What follows belongs to an exercise in optimizing a design on an open flow for small area, a short achievable clock period and few clock cycles per item; a production flow would make more cautious choices. Where RTL was checked, it was by simulation tests only, not by an equivalence proof against the original. Power figures rest on the tool's default switching activity, not on a simulated workload.

==> module tone_divisor_search, before the edit <==
module tone_divisor_search (
    input  wire        clk,
    input  wire        rst,       
    input  wire        start,
    input  wire [31:0] hz,        
    output wire        ready,
    output reg         done,
    output wire [7:0]  div,       
    output wire [15:0] cmp,       
    output wire [33:0] err        
);
    localparam [25:0] N = 26'd42000000;
    localparam [1:0] P_DIV = 2'd0, P_FRAC = 2'd1, P_FIN = 2'd2;
    reg        busy;
    reg [1:0]  ph;
    reg [3:0]  cnt;       
    reg [31:0] hzr;       
    reg [32:0] R;         
    reg [15:0] X;         
    reg [1:0]  K;         
    reg        tiny;     
    reg        hi;        
    assign ready = ~busy;
    assign div   = {K == 2'd3, 1'b0, K == 2'd2, 1'b0, K == 2'd1, 1'b0, K == 2'd0, 1'b0};
    assign cmp   = X;
    assign err   = {R, 1'b0};
    wire ge641 = (hz >= 32'd641);
    wire ge161 = (hz >= 32'd161);
    wire ge41  = (hz >= 32'd41);
    wire [1:0]  k_in  = ge641 ? 2'd0 : ge161 ? 2'd1 : ge41 ? 2'd2 : 2'd3;
    wire [31:0] hz_in = ge641 ? hz : ge161 ? {hz[29:0], 2'b0} :
                        ge41 ? {hz[27:0], 4'b0} : {hz[25:0], 6'b0};
    reg [4:0] j_in;
    integer p;
    always @(*) begin
        j_in = 5'd16;
        for (p = 11; p <= 26; p = p + 1)
            if (|(hz >> p)) j_in = 5'd26 - p[4:0];
    end
    wire [25:0] r_in = N >> j_in;
    wire        nbit = N[cnt];
    wire [26:0] A    = {R[25:0], (ph == P_DIV) ? nbit : 1'b0};
    wire        x0   = (X == 16'd0);
    wire        xlt2 = (X[15:1] == 15'd0);
    wire [33:0] B    = (ph != P_FIN) ? {2'b0, hzr} :
                       x0 ? {hzr, 2'b0} : {1'b0, hzr, 1'b0};
    wire        cin  = (ph == P_DIV);
    wire [34:0] S    = {8'd0, A} + {1'b1, ~B} + {34'd0, cin};
    wire        ge   = ~S[34];
    wire [3:0]  hs     = hzr[9:6];
    wire [3:0]  s_hi   = 4'd10 - hs;
    wire [9:0]  s_lo   = 10'd890 + {6'd0, hs};
    wire [32:0] r_small = {7'd0, s_hi, 6'd0, s_lo, 6'd0};
    always @(posedge clk) begin
        if (rst) begin
            busy <= 1'b0;
            done <= 1'b0;
        end else begin
            done <= 1'b0;
            if (!busy) begin
                if (start) begin
                    busy  <= 1'b1;
                    hzr   <= hz_in;
                    K     <= k_in;
                    tiny <= (hz <= 32'd10);
                    R     <= {7'd0, r_in};
                    X     <= 16'd0;
                    cnt   <= j_in[3:0] - 4'd1;
                    ph    <= (hz <= 32'd10) ? P_FIN : (j_in == 5'd0) ? P_FRAC : P_DIV;
                end
            end else begin
                case (ph)
                    P_DIV: begin
                        R   <= ge ? {7'd0, S[25:0]} : {7'd0, A[25:0]};
                        X   <= {X[14:0], ge};
                        cnt <= cnt - 4'd1;
                        if (cnt == 4'd0) ph <= P_FRAC;
                    end
                    P_FRAC: begin
                        hi <= ge;
                        ph <= P_FIN;
                    end
                    default: begin
                        if (tiny) begin
                            R <= r_small;
                            X <= 16'hFFFF;
                        end else begin
                            if (hi || xlt2) R <= ~S[33:1];
                            X <= xlt2 ? 16'd2 : X + {15'd0, hi};
                        end
                        busy <= 1'b0;
                        done <= 1'b1;
                    end
                endcase
            end
        end
    end
endmodule
clock: 10.0 ns
lec_check: 0
cap_margin: 20
core_margin: 2
core_utilization: 40
place_density: 0.6
slew_margin: 20
run.sh (not shown) runs the stock make flow with config.mk's settings and CLKGATE_MAP_FILE= SYNTH_SCRIPT=/design/flow/synth_recipe.tcl, a recipe that flattens the netlist after the stock synthesis.
Testbench counts at the start, summed over its fixed seeds: cycles 19,554, items 1,280.
==> next run, changes <==
--- a/flow/design.v
+++ b/flow/design.v
@@ -7,22 +7,21 @@
     output reg         done,
     output wire [7:0]  div,       
     output wire [15:0] cmp,       
     output wire [33:0] err        
 );
     localparam [25:0] N = 26'd42000000;
-    localparam [1:0] P_DIV = 2'd0, P_FRAC = 2'd1, P_FIN = 2'd2;
+    localparam P_DIV = 1'b0, P_FIN = 1'b1;
     reg        busy;
-    reg [1:0]  ph;
+    reg        ph;
     reg [3:0]  cnt;       
     reg [31:0] hzr;       
     reg [32:0] R;         
     reg [15:0] X;         
     reg [1:0]  K;         
     reg        tiny;     
-    reg        hi;        
     assign ready = ~busy;
     assign div   = {K == 2'd3, 1'b0, K == 2'd2, 1'b0, K == 2'd1, 1'b0, K == 2'd0, 1'b0};
     assign cmp   = X;
     assign err   = {R, 1'b0};
     wire ge641 = (hz >= 32'd641);
     wire ge161 = (hz >= 32'd161);
@@ -36,20 +35,21 @@
         j_in = 5'd16;
         for (p = 11; p <= 26; p = p + 1)
             if (|(hz >> p)) j_in = 5'd26 - p[4:0];
     end
     wire [25:0] r_in = N >> j_in;
     wire        nbit = N[cnt];
-    wire [26:0] A    = {R[25:0], (ph == P_DIV) ? nbit : 1'b0};
+    wire [26:0] A    = {R[25:0], (ph == P_DIV) & nbit};
     wire        x0   = (X == 16'd0);
     wire        xlt2 = (X[15:1] == 15'd0);
-    wire [33:0] B    = (ph != P_FIN) ? {2'b0, hzr} :
+    wire [33:0] B    = (ph == P_DIV) ? {2'b0, hzr} :
                        x0 ? {hzr, 2'b0} : {1'b0, hzr, 1'b0};
     wire        cin  = (ph == P_DIV);
     wire [34:0] S    = {8'd0, A} + {1'b1, ~B} + {34'd0, cin};
     wire        ge   = ~S[34];
+    wire        hi   = ({R[25:0], 1'b0} > {1'b0, hzr});    
     wire [3:0]  hs     = hzr[9:6];
     wire [3:0]  s_hi   = 4'd10 - hs;
     wire [9:0]  s_lo   = 10'd890 + {6'd0, hs};
     wire [32:0] r_small = {7'd0, s_hi, 6'd0, s_lo, 6'd0};
     always @(posedge clk) begin
         if (rst) begin
@@ -63,25 +63,21 @@
                     hzr   <= hz_in;
                     K     <= k_in;
                     tiny <= (hz <= 32'd10);
                     R     <= {7'd0, r_in};
                     X     <= 16'd0;
                     cnt   <= j_in[3:0] - 4'd1;
-                    ph    <= (hz <= 32'd10) ? P_FIN : (j_in == 5'd0) ? P_FRAC : P_DIV;
+                    ph    <= (hz <= 32'd10) ? P_FIN : (j_in == 5'd0) ? P_FIN : P_DIV;
                 end
             end else begin
                 case (ph)
                     P_DIV: begin
                         R   <= ge ? {7'd0, S[25:0]} : {7'd0, A[25:0]};
                         X   <= {X[14:0], ge};
                         cnt <= cnt - 4'd1;
-                        if (cnt == 4'd0) ph <= P_FRAC;
-                    end
-                    P_FRAC: begin
-                        hi <= ge;
-                        ph <= P_FIN;
+                        if (cnt == 4'd0) ph <= P_FIN;
                     end
                     default: begin
                         if (tiny) begin
                             R <= r_small;
                             X <= 16'hFFFF;
                         end else begin
Effect: Area after synthesis rises by a few percent; hold slack improves by 71 ps; non-clock buffer count goes down by 1; power is about the same; via count came out higher by a few percent; design area climbs by a few percent; wire length increases by a few percent.
The RTL of the second run of this note was laid out without a check of its function.

========
tone_divisor_search, a different RTL version from the one above (not shown whole).
For scale: about 800 cells after synthesis, roughly 92 flip-flops, roughly 95 I/O pins, roughly 7000 um2 of cells after synthesis.
// tone_divisor_search
module tone_divisor_search (
    input  wire        clk,
    input  wire        rst,       
    input  wire        start,
    input  wire [31:0] hz,        
    output wire        ready,
    output reg         done,
    output wire [7:0]  div,       
    output wire [15:0] cmp,       
    output wire [33:0] err        
);
    localparam [25:0] N = 26'd42000000;
    localparam [1:0] P_DIV = 2'd0, P_RND = 2'd1, P_NEG = 2'd2, P_SHF = 2'd3;
    reg        busy;
    reg        uq;        
    reg        cq;        
    reg        tq;        
    reg        nq;        
    reg [1:0]  ph;
    reg        bigq;      
    reg [4:0]  cnt;       
    reg        nb;        
    reg [31:0] hzr;
    reg [26:0] R;         
    reg [15:0] X;         
    reg [1:0]  K;         
    assign ready = ~busy;
    assign div   = {K == 2'd3, 1'b0, K == 2'd2, 1'b0, K == 2'd1, 1'b0, K == 2'd0, 1'b0};
    assign cmp   = X;
    assign err   = {hzr[31:25], R[26:1], 1'b0};
    wire acc = start & ~busy;
    wire t10 = |hz[31:10];
    wire t11 = |hz[31:11];
    wire t12 = |hz[31:12];
    wire t13 = |hz[31:13];
    wire t14 = |hz[31:14];
    wire t15 = |hz[31:15];
    wire t16 = |hz[31:16];
    wire t18 = |hz[31:18];
    wire p10 = t10 & ~t11;
    wire p11 = t11 & ~t12;
    wire p12 = t12 & ~t13;
    wire p13 = t13 & ~t14;
    wire p14 = t14 & ~t15;
    wire p15 = t15 & ~t16;
    wire s8  = t18;
    wire s10 = p15 & hz[14];
    wire s11 = (p15 & ~hz[14]) | (p14 & hz[13]) | (t16 & ~t18);
    wire s12 = (p14 & ~hz[13]) | (p13 & hz[12]);
    wire s13 = (p13 & ~hz[12]) | (p12 & hz[11]);
    wire s14 = (p12 & ~hz[11]) | (p11 & hz[10]);
  ...
Settings: LEC_CHECK=0, CAP_MARGIN=20, CORE_MARGIN=2, CORE_UTILIZATION=40, PLACE_DENSITY=0.6, SLEW_MARGIN=20, TNS_END_PERCENT=0; clock period 10.0 ns.
standard.sh (not shown) runs the stock make flow with config.mk's settings and CLKGATE_MAP_FILE= SYNTH_SCRIPT=/design/flow/synth_recipe.tcl, a recipe that flattens the netlist after the stock synthesis.
==> flow/flow/run.sh <==
#!/bin/bash
# Standard ORFS layout (the standard.sh), with a larger setup-slack
# target for timing repair and buf_2 cells as the port buffers.
set -euo pipefail
export SETUP_SLACK_MARGIN=6.5
export BUFFER_PORTS_ARGS="-buffer_cell sky130_fd_sc_hd__buf_2"
bash standard.sh > standard.log 2>&1
Rerun with:
--- a/flow/design.v
+++ b/flow/design.v
@@ -25,48 +25,37 @@
     reg [15:0] X;         
     reg [1:0]  K;         
     assign ready = ~busy;
     assign div   = {K == 2'd3, 1'b0, K == 2'd2, 1'b0, K == 2'd1, 1'b0, K == 2'd0, 1'b0};
     assign cmp   = X;
     assign err   = {hzr[31:25], R[26:1], 1'b0};
     wire acc = start & ~busy;
     wire t10 = |hz[31:10];
-    wire t11 = |hz[31:11];
     wire t12 = |hz[31:12];
     wire t13 = |hz[31:13];
     wire t14 = |hz[31:14];
     wire t15 = |hz[31:15];
-    wire t16 = |hz[31:16];
     wire t18 = |hz[31:18];
-    wire p10 = t10 & ~t11;
-    wire p11 = t11 & ~t12;
-    wire p12 = t12 & ~t13;
-    wire p13 = t13 & ~t14;
-    wire p14 = t14 & ~t15;
-    wire p15 = t15 & ~t16;
     wire s8  = t18;
-    wire s10 = p15 & hz[14];
-    wire s11 = (p15 & ~hz[14]) | (p14 & hz[13]) | (t16 & ~t18);
-    wire s12 = (p14 & ~hz[13]) | (p13 & hz[12]);
-    wire s13 = (p13 & ~hz[12]) | (p12 & hz[11]);
-    wire s14 = (p12 & ~hz[11]) | (p11 & hz[10]);
-    wire s15 = p11 & ~hz[10];
-    wire s16 = p10;
+    wire s11 = t15 & ~t18;
+    wire s12 = t14 & ~t15;
+    wire s13 = t13 & ~t14;
+    wire s14 = t12 & ~t13;
+    wire s16 = t10 & ~t12;
     wire s22 = ~t10;
-    wire [26:0] r_in = ({27{s8}}  & (N >> 8))  | ({27{s10}} & (N >> 10)) |
-                       ({27{s11}} & (N >> 11)) | ({27{s12}} & (N >> 12)) |
-                       ({27{s13}} & (N >> 13)) | ({27{s14}} & (N >> 14)) |
-                       ({27{s15}} & (N >> 15)) | ({27{s16}} & (N >> 16)) |
+    wire [26:0] r_in = ({27{s8}}  & (N >> 8))  | ({27{s11}} & (N >> 11)) |
+                       ({27{s12}} & (N >> 12)) | ({27{s13}} & (N >> 13)) |
+                       ({27{s14}} & (N >> 14)) | ({27{s16}} & (N >> 16)) |
                        ({27{s22}} & (N >> 22));
-    wire [4:0]  c_in = ({5{s8}}  & 5'd7)  | ({5{s10}} & 5'd9)  | ({5{s11}} & 5'd10) |
-                       ({5{s12}} & 5'd11) | ({5{s13}} & 5'd12) | ({5{s14}} & 5'd13) |
-                       ({5{s15}} & 5'd14) | ({5{s16}} & 5'd15) | ({5{s22}} & 5'd21);   
-    wire        n_in = |({s8, s10, s11, s12, s13, s14, s15, s16, s22} &
-                         {N[7], N[9], N[10], N[11], N[12], N[13], N[14], N[15], N[21]});
+    wire [4:0]  c_in = ({5{s8}}  & 5'd7)  | ({5{s11}} & 5'd10) | ({5{s12}} & 5'd11) |
+                       ({5{s13}} & 5'd12) | ({5{s14}} & 5'd13) | ({5{s16}} & 5'd15) |
+                       ({5{s22}} & 5'd21);    
+    wire        n_in = |({s8, s11, s12, s13, s14, s16, s22} &
+                         {N[7], N[10], N[11], N[12], N[13], N[15], N[21]});
     wire ge641 = (hzr >= 32'd641);
     wire ge161 = (hzr >= 32'd161);
     wire ge41  = (hzr >= 32'd41);
     wire [1:0] k   = {~ge161, (~ge641 & ge161) | ~ge41};
     wire       lo25 = (hzr[31:25] == 7'd0);
     wire        tiny   = (hzr[31:4] == 28'd0) && (hzr[3:0] <= 4'd10);
     wire [3:0]  t_hi   = 4'd10 - hzr[3:0];
     wire [9:0]  t_lo   = 10'd890 + {6'd0, hzr[3:0]};
Synthesized area falls by 1.8%; cell area falls by 2.2%; total power falls by 24%; setup slack gains 0.15 ns; routed wire length falls by 5.2%; synthesized cell count falls by 3.4%; cell count falls by 3.5%; combinational power falls by 50%; die area falls by 1.7%; clock skew rises by 0.0056 ns.
Testbench counts after the change, summed over its fixed seeds: cycles 19,890, items 1,280.
The RTL of the first run of this note was laid out without a check of its function.

========
== before ==
The RTL this note starts from:
==> flow/design.v <==
module tone_divisor_search (
    input  wire        clk,
    input  wire        rst,       
    input  wire        start,
    input  wire [31:0] hz,        
    output wire        ready,
    output reg         done,
    output wire [7:0]  div,       
    output wire [15:0] cmp,       
    output wire [33:0] err        
);
    localparam [25:0] N = 26'd42000000;
    localparam [1:0] P_DIV = 2'd0, P_RND = 2'd1, P_NEG = 2'd2, P_SHF = 2'd3;
    reg        busy;
    reg        uq;        
    reg        cq;        
    reg        tq;        
    reg        nq;        
    reg [1:0]  ph;
    reg        bigq;      
    reg [4:0]  cnt;       
    reg        nb;        
    reg [31:0] hzr;
    reg [26:0] R;         
    reg [15:0] X;         
    reg [1:0]  K;         
    assign ready = ~busy;
    assign div   = {K == 2'd3, 1'b0, K == 2'd2, 1'b0, K == 2'd1, 1'b0, K == 2'd0, 1'b0};
    assign cmp   = X;
    assign err   = {hzr[31:25], R[26:1], 1'b0};
    wire acc = start & ~busy;
    wire t10 = |hz[31:10];
    wire t12 = |hz[31:12];
    wire t13 = |hz[31:13];
    wire t14 = |hz[31:14];
    wire t15 = |hz[31:15];
    wire t18 = |hz[31:18];
    wire s8  = t18;
    wire s11 = t15 & ~t18;
    wire s12 = (t14 & ~t15) | (t13 & ~t14 & hz[12]);
    wire s13 = t13 & ~t14 & ~hz[12];
    wire s14 = t12 & ~t13;
    wire s16 = t10 & ~t12;
    wire s22 = ~t10;
    wire [26:0] r_in = ({27{s8}}  & (N >> 8))  | ({27{s11}} & (N >> 11)) |
                       ({27{s12}} & (N >> 12)) | ({27{s13}} & (N >> 13)) |
                       ({27{s14}} & (N >> 14)) | ({27{s16}} & (N >> 16)) |
                       ({27{s22}} & (N >> 22));
    wire [4:0]  c_in = ({5{s8}}  & 5'd7)  | ({5{s11}} & 5'd10) | ({5{s12}} & 5'd11) |
                       ({5{s13}} & 5'd12) | ({5{s14}} & 5'd13) | ({5{s16}} & 5'd15) |
                       ({5{s22}} & 5'd21);    
    wire        n_in = |({s8, s11, s12, s13, s14, s16, s22} &
                         {N[7], N[10], N[11], N[12], N[13], N[15], N[21]});
    wire ge641 = (hzr >= 32'd641);
    wire ge161 = (hzr >= 32'd161);
    wire ge41  = (hzr >= 32'd41);
    wire [1:0] k   = {~ge161, (~ge641 & ge161) | ~ge41};
    wire       lo25 = (hzr[31:25] == 7'd0);
    wire        tiny   = (hzr[31:4] == 28'd0) && (hzr[3:0] <= 4'd10);
    wire [3:0]  t_hi   = 4'd10 - hzr[3:0];
    wire [9:0]  t_lo   = 10'd890 + {6'd0, hzr[3:0]};
    wire [26:0] r_tiny = {t_hi, 6'd0, t_lo, 7'd0};
    wire        dv    = busy & (ph == P_DIV);
    wire        rn    = busy & (ph == P_RND);
    wire        ng    = busy & (ph == P_NEG);
    wire        sh    = busy & (ph == P_SHF);
    wire        x0    = (X == 16'd0);
    wire [25:0] A     = uq ? {1'b0, R[24:0]} : {R[24:0], nb};
    wire [24:0] S;
    wire        c25;
    wire [24:0] nhz   = ~hzr[24:0];
    wire [24:0] ad_p = A[24:0] ^ nhz;
    wire [24:0] ad_g = A[24:0] & nhz;
    wire ad_G0 = ad_g[0] | (ad_p[0] & cq);
    wire ad_G1 = ad_g[2] | (ad_p[2] & ad_g[1]);
    wire ad_P1 = ad_p[2] & ad_p[1];
    wire ad_G2 = ad_g[4] | (ad_p[4] & ad_g[3]);
    wire ad_P2 = ad_p[4] & ad_p[3];
    wire ad_G3 = ad_g[6] | (ad_p[6] & ad_g[5]);
    wire ad_P3 = ad_p[6] & ad_p[5];
    wire ad_G4 = ad_g[8] | (ad_p[8] & ad_g[7]);
    wire ad_P4 = ad_p[8] & ad_p[7];
    wire ad_G5 = ad_g[10] | (ad_p[10] & ad_g[9]);
    wire ad_P5 = ad_p[10] & ad_p[9];
    wire ad_G6 = ad_g[12] | (ad_p[12] & ad_g[11]);
    wire ad_P6 = ad_p[12] & ad_p[11];
    wire ad_G7 = ad_g[14] | (ad_p[14] & ad_g[13]);
    wire ad_P7 = ad_p[14] & ad_p[13];
    wire ad_G8 = ad_g[16] | (ad_p[16] & ad_g[15]);
    wire ad_P8 = ad_p[16] & ad_p[15];
    wire ad_G9 = ad_g[18] | (ad_p[18] & ad_g[17]);
    wire ad_P9 = ad_p[18] & ad_p[17];
    wire ad_G10 = ad_g[20] | (ad_p[20] & ad_g[19]);
    wire ad_P10 = ad_p[20] & ad_p[19];
    wire ad_G11 = ad_g[22] | (ad_p[22] & ad_g[21]);
    wire ad_P11 = ad_p[22] & ad_p[21];
    wire ad_G12 = ad_g[24] | (ad_p[24] & ad_g[23]);
    wire ad_P12 = ad_p[24] & ad_p[23];
    wire ad_G13 = ad_g[1] | (ad_p[1] & ad_G0);
    wire ad_G14 = ad_G1 | (ad_P1 & ad_G0);
    wire ad_G15 = ad_g[5] | (ad_p[5] & ad_G2);
    wire ad_P15 = ad_p[5] & ad_P2;
    wire ad_G16 = ad_G3 | (ad_P3 & ad_G2);
    wire ad_P16 = ad_P3 & ad_P2;
    wire ad_G17 = ad_g[9] | (ad_p[9] & ad_G4);
    wire ad_P17 = ad_p[9] & ad_P4;
    wire ad_G18 = ad_G5 | (ad_P5 & ad_G4);
    wire ad_P18 = ad_P5 & ad_P4;
    wire ad_G19 = ad_g[13] | (ad_p[13] & ad_G6);
    wire ad_P19 = ad_p[13] & ad_P6;
    wire ad_G20 = ad_G7 | (ad_P7 & ad_G6);
    wire ad_P20 = ad_P7 & ad_P6;
    wire ad_G21 = ad_g[17] | (ad_p[17] & ad_G8);
    wire ad_P21 = ad_p[17] & ad_P8;
    wire ad_G22 = ad_G9 | (ad_P9 & ad_G8);
    wire ad_P22 = ad_P9 & ad_P8;
    wire ad_G23 = ad_g[21] | (ad_p[21] & ad_G10);
    wire ad_P23 = ad_p[21] & ad_P10;
    wire ad_G24 = ad_G11 | (ad_P11 & ad_G10);
    wire ad_P24 = ad_P11 & ad_P10;
    wire ad_G25 = ad_g[3] | (ad_p[3] & ad_G14);
    wire ad_G26 = ad_G2 | (ad_P2 & ad_G14);
    wire ad_G27 = ad_G15 | (ad_P15 & ad_G14);
    wire ad_G28 = ad_G16 | (ad_P16 & ad_G14);
    wire ad_G29 = ad_g[11] | (ad_p[11] & ad_G18);
    wire ad_P29 = ad_p[11] & ad_P18;
    wire ad_G30 = ad_G6 | (ad_P6 & ad_G18);
    wire ad_P30 = ad_P6 & ad_P18;
    wire ad_G31 = ad_G19 | (ad_P19 & ad_G18);
    wire ad_P31 = ad_P19 & ad_P18;
    wire ad_G32 = ad_G20 | (ad_P20 & ad_G18);
    wire ad_P32 = ad_P20 & ad_P18;
    wire ad_G33 = ad_g[19] | (ad_p[19] & ad_G22);
    wire ad_P33 = ad_p[19] & ad_P22;
    wire ad_G34 = ad_G10 | (ad_P10 & ad_G22);
    wire ad_P34 = ad_P10 & ad_P22;
    wire ad_G35 = ad_G23 | (ad_P23 & ad_G22);
    wire ad_P35 = ad_P23 & ad_P22;
    wire ad_G36 = ad_G24 | (ad_P24 & ad_G22);
    wire ad_P36 = ad_P24 & ad_P22;
    wire ad_G37 = ad_g[7] | (ad_p[7] & ad_G28);
    wire ad_G38 = ad_G4 | (ad_P4 & ad_G28);
    wire ad_G39 = ad_G17 | (ad_P17 & ad_G28);
    wire ad_G40 = ad_G18 | (ad_P18 & ad_G28);
    wire ad_G41 = ad_G29 | (ad_P29 & ad_G28);
    wire ad_G42 = ad_G30 | (ad_P30 & ad_G28);
    wire ad_G43 = ad_G31 | (ad_P31 & ad_G28);
    wire ad_G44 = ad_G32 | (ad_P32 & ad_G28);
    wire ad_G45 = ad_g[23] | (ad_p[23] & ad_G36);
    wire ad_P45 = ad_p[23] & ad_P36;
    wire ad_G46 = ad_G12 | (ad_P12 & ad_G36);
    wire ad_P46 = ad_P12 & ad_P36;
    wire ad_G47 = ad_g[15] | (ad_p[15] & ad_G44);
    wire ad_G48 = ad_G8 | (ad_P8 & ad_G44);
    wire ad_G49 = ad_G21 | (ad_P21 & ad_G44);
    wire ad_G50 = ad_G22 | (ad_P22 & ad_G44);
    wire ad_G51 = ad_G33 | (ad_P33 & ad_G44);
    wire ad_G52 = ad_G34 | (ad_P34 & ad_G44);
    wire ad_G53 = ad_G35 | (ad_P35 & ad_G44);
    wire ad_G54 = ad_G36 | (ad_P36 & ad_G44);
    wire ad_G55 = ad_G45 | (ad_P45 & ad_G44);
    wire ad_G56 = ad_G46 | (ad_P46 & ad_G44);
    assign S = ad_p ^ {ad_G55, ad_G54, ad_G53, ad_G52, ad_G51, ad_G50, ad_G49, ad_G48, ad_G47, ad_G44, ad_G43, ad_G42, ad_G41, ad_G40, ad_G39, ad_G38, ad_G37, ad_G28, ad_G27, ad_G26, ad_G25, ad_G14, ad_G13, ad_G0, cq};
    assign c25 = ad_G56;
    wire        cy    = (c25 | A[25]) & lo25 & ~tiny;   
    wire        take  = nq | (tq & cy);
    wire        tdv   = dv & tiny;
    wire [24:0] r_keep = tdv ? r_tiny[24:0] : A[24:0];
    wire [24:0] r_lo  = ({25{take}} & (S ^ {25{nq}})) | ({25{acc}} & r_in[24:0]) |
                        ({25{~take & ~acc}} & r_keep);
    wire [1:0]  r_hi  = (sh | (rn & ~cy)) ? R[25:24] :
                        tdv ? r_tiny[26:25] :
                        busy ? 2'd0 : acc ? r_in[26:25] : R[26:25];
    wire [15:0] x_inc = X + 16'd1;
    wire        x_up  = (rn & cy) | (ng & bigq);
    wire last = (cnt == {2'd0, k, 1'b0});
    wire k0   = (k == 2'd0);
    wire c1   = (cnt == 5'd1);
    function automatic [8:0] ctl(input c);
        reg       bs, fn, bn, dn, gn;
        reg [1:0] pn;
        begin
            bs = dv & c1 & x0 & ~c;                         
            pn = {busy & (ph[1] | ph[0] | bs),
                  busy & ((dv & last) | (rn & ~c) | ng | sh)};
            fn = tdv | (rn & ~c & k0) | (ng & k0 & ~bigq) | (sh & (cnt == 5'd0));
            bn = ~rst & (busy ? ~fn : acc);
            dn = ~rst & busy & fn;
            gn = busy & (bigq | bs);
            ctl = {bn, dn, gn, pn,
                   ~bn | (pn == P_NEG),                      
                   bn & ((pn == P_DIV) | ((pn == P_NEG) & ~gn)),    
                   bn & ((pn == P_DIV) | (pn == P_RND)),     
                   bn & (pn == P_NEG)};                      
        end
    endfunction
    wire [8:0] ctl0 = ctl(1'b0);
    wire [8:0] ctl1 = ctl(1'b1);
    wire [8:0] ctl_nx = cy ? ctl1 : ctl0;
    wire       busy_nx = ctl_nx[8];
    wire       bstop   = dv & c1 & x0 & ~cy;
    wire [1:0] ph_nx   = ctl_nx[5:4];
    always @(posedge clk) begin
        {busy, done, bigq, ph, uq, cq, tq, nq} <= ctl_nx;
    end
    always @(posedge clk) begin
        if (!busy) begin
            cnt  <= c_in;
            nb   <= n_in;
        end else begin
            if (dv)
                K <= k;
            nb <= dv & ~last & N[cnt - 5'd1];
            if (dv || sh)        
                cnt <= (cnt - 5'd1) | {4'd0, bstop};
        end
        R <= {r_hi, r_lo};
        if (acc)
            hzr <= hz;
        else if (ng && bigq && c25)      
            hzr[31:25] <= hzr[31:25] - 7'd1;
        if (acc)
            X <= 16'd0;
        else if (tdv)
            X <= 16'hFFFF;
        else if (dv)
            X <= {X[14:0], cy | (cnt == 5'd1 && x0)};
        else if (x_up)
            X <= x_inc;
    end
endmodule
clock: 10.0 ns
lec_check: 0
cap_margin: 20
core_margin: 2
core_utilization: 40
cts_buf_list: sky130_fd_sc_hd__clkbuf_8
place_density: 0.6
slew_margin: 20
tns_end_percent: 0
==> flow/flow/run.sh <==
#!/bin/bash
# Standard ORFS layout (the standard.sh), with a larger setup-slack
# target for timing repair and buf_2 cells as the port buffers.
set -euo pipefail
export SETUP_SLACK_MARGIN=6.6
export BUFFER_PORTS_ARGS="-buffer_cell sky130_fd_sc_hd__buf_2"
bash standard.sh > standard.log 2>&1
before finished all stages; the layout is clean.
Setup changes, before to after
--- a/flow/design.v
+++ b/flow/design.v
@@ -37,8 +37,8 @@
     wire t18 = |hz[31:18];
     wire s8  = t18;
     wire s11 = t15 & ~t18;
-    wire s12 = (t14 & ~t15) | (t13 & ~t14 & hz[12]);
-    wire s13 = t13 & ~t14 & ~hz[12];
+    wire s12 = t14 & ~t15;
+    wire s13 = t13 & ~t14;
     wire s14 = t12 & ~t13;
     wire s16 = t10 & ~t12;
     wire s22 = ~t10;
@@ -172,10 +172,13 @@
                         tdv ? r_tiny[26:25] :
                         busy ? 2'd0 : acc ? r_in[26:25] : R[26:25];
     wire [15:0] x_inc = X + 16'd1;
-    wire        x_up  = (rn & cy) | (ng & bigq);
     wire last = (cnt == {2'd0, k, 1'b0});
     wire k0   = (k == 2'd0);
     wire c1   = (cnt == 5'd1);
+    wire        xdv    = dv & ~tiny;
+    wire [15:0] x_base = acc ? 16'd0 : tdv ? 16'hFFFF : (ng & bigq) ? x_inc : X;
+    wire [15:0] x_c0   = xdv ? {X[14:0], c1 & x0} : x_base;
+    wire [15:0] x_c1   = xdv ? {X[14:0], 1'b1} : rn ? x_inc : x_base;
     function automatic [8:0] ctl(input c);
         reg       bs, fn, bn, dn, gn;
         reg [1:0] pn;
@@ -219,13 +222,6 @@
             hzr <= hz;
         else if (ng && bigq && c25)      
             hzr[31:25] <= hzr[31:25] - 7'd1;
-        if (acc)
-            X <= 16'd0;
-        else if (tdv)
-            X <= 16'hFFFF;
-        else if (dv)
-            X <= {X[14:0], cy | (cnt == 5'd1 && x0)};
-        else if (x_up)
-            X <= x_inc;
+        X <= cy ? x_c1 : x_c0;
     end
 endmodule
### Flow results
Number of global-route vias before repair: before and after compared, higher one is after. Taking before as the reference, in after area growth from synthesis to layout shows a reduction of 5.4 points, aggregate routed wire length shows an increase of 460 um, power shows a reduction of about 11%, core utilization of the finished layout shows a reduction of 1.8 points. From before to after the numbers moved as follows: die extent in y saw an increase; register area shows no meaningful change; fmax +about 1.8%. before vs after, end point of the critical path: R[13] vs cnt[0]. In after the estimated wirelength of the detail-placed design turned out 3.4% higher than in before. after finished end to end and its layout was clean on timing, DRC and antenna. Diff before -> after | sequential fraction of the synthesis area | decrease of 1.8 points. Relative to before, non-clock buffering overhead in the final layout has decreased by 0.74 points in after.
Function was not checked in any run of this note: the RTL went through the layout flow alone.

-- what the ideal ports hide --
Ports are ideal in the flow. The routed layouts listed here were re-timed in OpenROAD.
Step 1, drivers: a clkbuf_16 drives clk and a buf_2 each remaining input, both assumed.
Step 2, shift: input delay + t, output delay - t, t = (earliest + latest rising clock arrival at the registers) / 2. This alone moves slack from input paths to output paths.
Three values: no drivers, after step 1, after step 2; two values: the first two.
run | t (ns) | setup WS [ns] | hold WS [ns]
the first run of note 1 | 0.395 | 4.420 / 4.442 / 4.047 | 0.617 / 0.617 / 0.617
the second run of note 1 | 0.386 | 4.101 / 4.119 / 3.734 | 0.688 / 0.688 / 0.688
the first run of note 2 | 0.404 | 6.277 / 6.284 / 5.880 | 0.530 / 0.530 / 0.530
the second run of note 2 | 0.393 | 6.429 / 6.387 / 6.166 | 0.558 / 0.558 / 0.558
before | 0.430 | 6.592 / 6.592 / 6.328 | 0.538 / 0.538 / 0.538
after | 0.439 | 6.653 / 6.673 / 6.237 | 0.502 / 0.502 / 0.502
After both steps setup and hold are still met in every run listed. For after, which loses most, drivers alone change the setup slack by +0.020 ns; drivers and shift together by -0.416 ns.
